This is an optimization exercise on Yosys and OpenROAD, whose aim is small area and a short achievable clock period, not a production implementation. Only simulation tests tie the RTL to the original design; equivalence was not proved. Power figures rest on the tool's default switching activity, not on a simulated workload.

Design rlwe_rec, start of the top module:
module rlwe_rec (
    input  wire         clk,
    input  wire         rst,         
    input  wire         in_valid,
    input  wire         in_mode,     
    input  wire [127:0] in_x,        
    input  wire         in_bit,      
    input  wire [7:0]   in_r,        
    output reg          out_valid,
    output reg  [7:0]   out_r,       
    output reg          out_key      
);
export LEC_CHECK = 0
export CAP_MARGIN = 20
export CORE_MARGIN = 2
export CORE_UTILIZATION = 65
export CTS_BUF_LIST = sky130_fd_sc_hd__clkbuf_4
export PLACE_DENSITY = 0.75
export SLEW_MARGIN = 20
create_clock -name core_clock -period 15.0 [get_ports {clk}]
standard.sh (not shown) runs the stock make flow with config.mk's settings and CLKGATE_MAP_FILE= SYNTH_SCRIPT=/design/flow/synth_recipe.tcl, a recipe that flattens the netlist after the stock synthesis.
==> flow/flow/run.sh <==
#!/bin/bash
set -e
export BUFFER_PORTS_ARGS="-buffer_cell sky130_fd_sc_hd__buf_1"
export SETUP_SLACK_MARGIN=10.75
export CTS_ARGS="-sink_clustering_enable -repair_clock_nets -buf_list sky130_fd_sc_hd__clkbuf_4 -dont_use_dummy_load -sink_clustering_size 8 -sink_clustering_max_diameter 50"
{
  echo "BUFFER_PORTS_ARGS=$BUFFER_PORTS_ARGS"
  echo "SETUP_SLACK_MARGIN=$SETUP_SLACK_MARGIN"
  echo "CTS_ARGS=$CTS_ARGS"
} > run.log
bash standard.sh > standard.log 2>&1
echo "standard.sh finished" >> run.log
The starting point went through all stages and came out clean.
Change:
==> flow/run.sh (new file) <==
#!/bin/bash
# synth_recipe.tcl (not shown) runs the flow's synth.tcl, then flattens the netlist and writes it again
# the make line also repeats each setting of config.mk as NAME=value (left out here)
make -C /OpenROAD-flow-scripts/flow DESIGN_CONFIG=/design/flow/config.mk WORK_HOME=/design/flow/orfs CLKGATE_MAP_FILE= SYNTH_SCRIPT=/design/flow/synth_recipe.tcl finish
removed: flow/flow/run.sh
removed: flow/standard.sh
After rerunning: Clock-buffer cell count rose by 41. Power grows by 1.8%. Area after synthesis is unchanged. Via count is higher by 1.4%.
Change:
Settings changed: CTS_BUF_LIST sky130_fd_sc_hd__clkbuf_4 to default.
Total power came out higher by a few percent.
Worst setup slack gets worse by 0.20 ns.
Sequential share of layout area goes down by 0.11 points.
Combinational power barely changes.
Clock skew drops by 0.026 ns.
Global-route usage hardly moves.
Synthesized cell count does not change.
Change:
==> flow/flow/run.sh (new file) <==
#!/bin/bash
set -e
export BUFFER_PORTS_ARGS="-buffer_cell sky130_fd_sc_hd__buf_1"
export SETUP_SLACK_MARGIN=10.75
export SETUP_MOVE_SEQUENCE="unbuffer,sizeup,swap"
export CTS_ARGS="-sink_clustering_enable -repair_clock_nets -buf_list sky130_fd_sc_hd__clkbuf_4 -dont_use_dummy_load -sink_clustering_size 8 -sink_clustering_max_diameter 50"
{
  echo "BUFFER_PORTS_ARGS=$BUFFER_PORTS_ARGS"
  echo "SETUP_SLACK_MARGIN=$SETUP_SLACK_MARGIN"
  echo "CTS_ARGS=$CTS_ARGS"
} > run.log
bash standard.sh > standard.log 2>&1
echo "standard.sh finished" >> run.log
==> flow/standard.sh (new file) <==
#!/bin/bash
# synth_recipe.tcl (not shown) runs the flow's synth.tcl, then flattens the netlist and writes it again
# the make line also repeats each setting of config.mk as NAME=value (left out here)
make -C /OpenROAD-flow-scripts/flow DESIGN_CONFIG=/design/flow/config.mk WORK_HOME=/design/flow/orfs CLKGATE_MAP_FILE= SYNTH_SCRIPT=/design/flow/synth_recipe.tcl "${@:-finish}"
Settings changed: CTS_BUF_LIST from default to sky130_fd_sc_hd__clkbuf_4.
removed: flow/run.sh
Outcome:
- critical path depth went up by 2
- first-iteration DRC count went up slightly
- die area is unchanged
- hold slack degrades by 0.022 ns
- clock-buffer cell count went up by 8
- global-route usage went down by 0.72 points
- synthesized cell count is unchanged
- synthesized area is unchanged
- total power went down by a few percent
Change:
--- a/flow/flow/run.sh
+++ b/flow/flow/run.sh
@@ -2,6 +2,5 @@
 set -e
 export BUFFER_PORTS_ARGS="-buffer_cell sky130_fd_sc_hd__buf_1"
-export SETUP_SLACK_MARGIN=10.75
-export SETUP_MOVE_SEQUENCE="unbuffer,sizeup,swap"
+export SETUP_SLACK_MARGIN=10.5
 export CTS_ARGS="-sink_clustering_enable -repair_clock_nets -buf_list sky130_fd_sc_hd__clkbuf_4 -dont_use_dummy_load -sink_clustering_size 8 -sink_clustering_max_diameter 50"
 {
Via count climbs by a few percent; core utilization went up by 1.8 points; sequential share of layout area went down by 0.71 points; combinational power goes up by a few percent.

==> what the ideal ports hide <==
Ports are ideal in the flow. The routed layouts listed here were re-timed in OpenROAD.
Step 1, drivers: a clkbuf_16 drives clk and a buf_2 each remaining input, both assumed.
Step 2 also shifts input and output timing later by t, the mid clock arrival at the registers, as if the neighbouring blocks saw the same clock.
a / b / c = ideal / step 1 / step 2; a / b = the first two.
run	shift t [ns]	setup WS [ns]	worst setup path after step 2
the first run	0.647	10.391 / 10.383 / 9.736	input to register
the second run	0.733	9.557 / 9.580 / 8.847	input to register
the third run	0.560	9.352 / 9.383 / 8.823	input to register
the fourth run	0.633	10.328 / 10.328 / 9.752	input to register
the fifth run	0.633	10.264 / 10.260 / 9.628	input to register
After both steps every run listed still meets setup and hold. For the second run, which loses most, drivers alone change the setup slack by +0.023 ns; drivers and shift together by -0.710 ns.
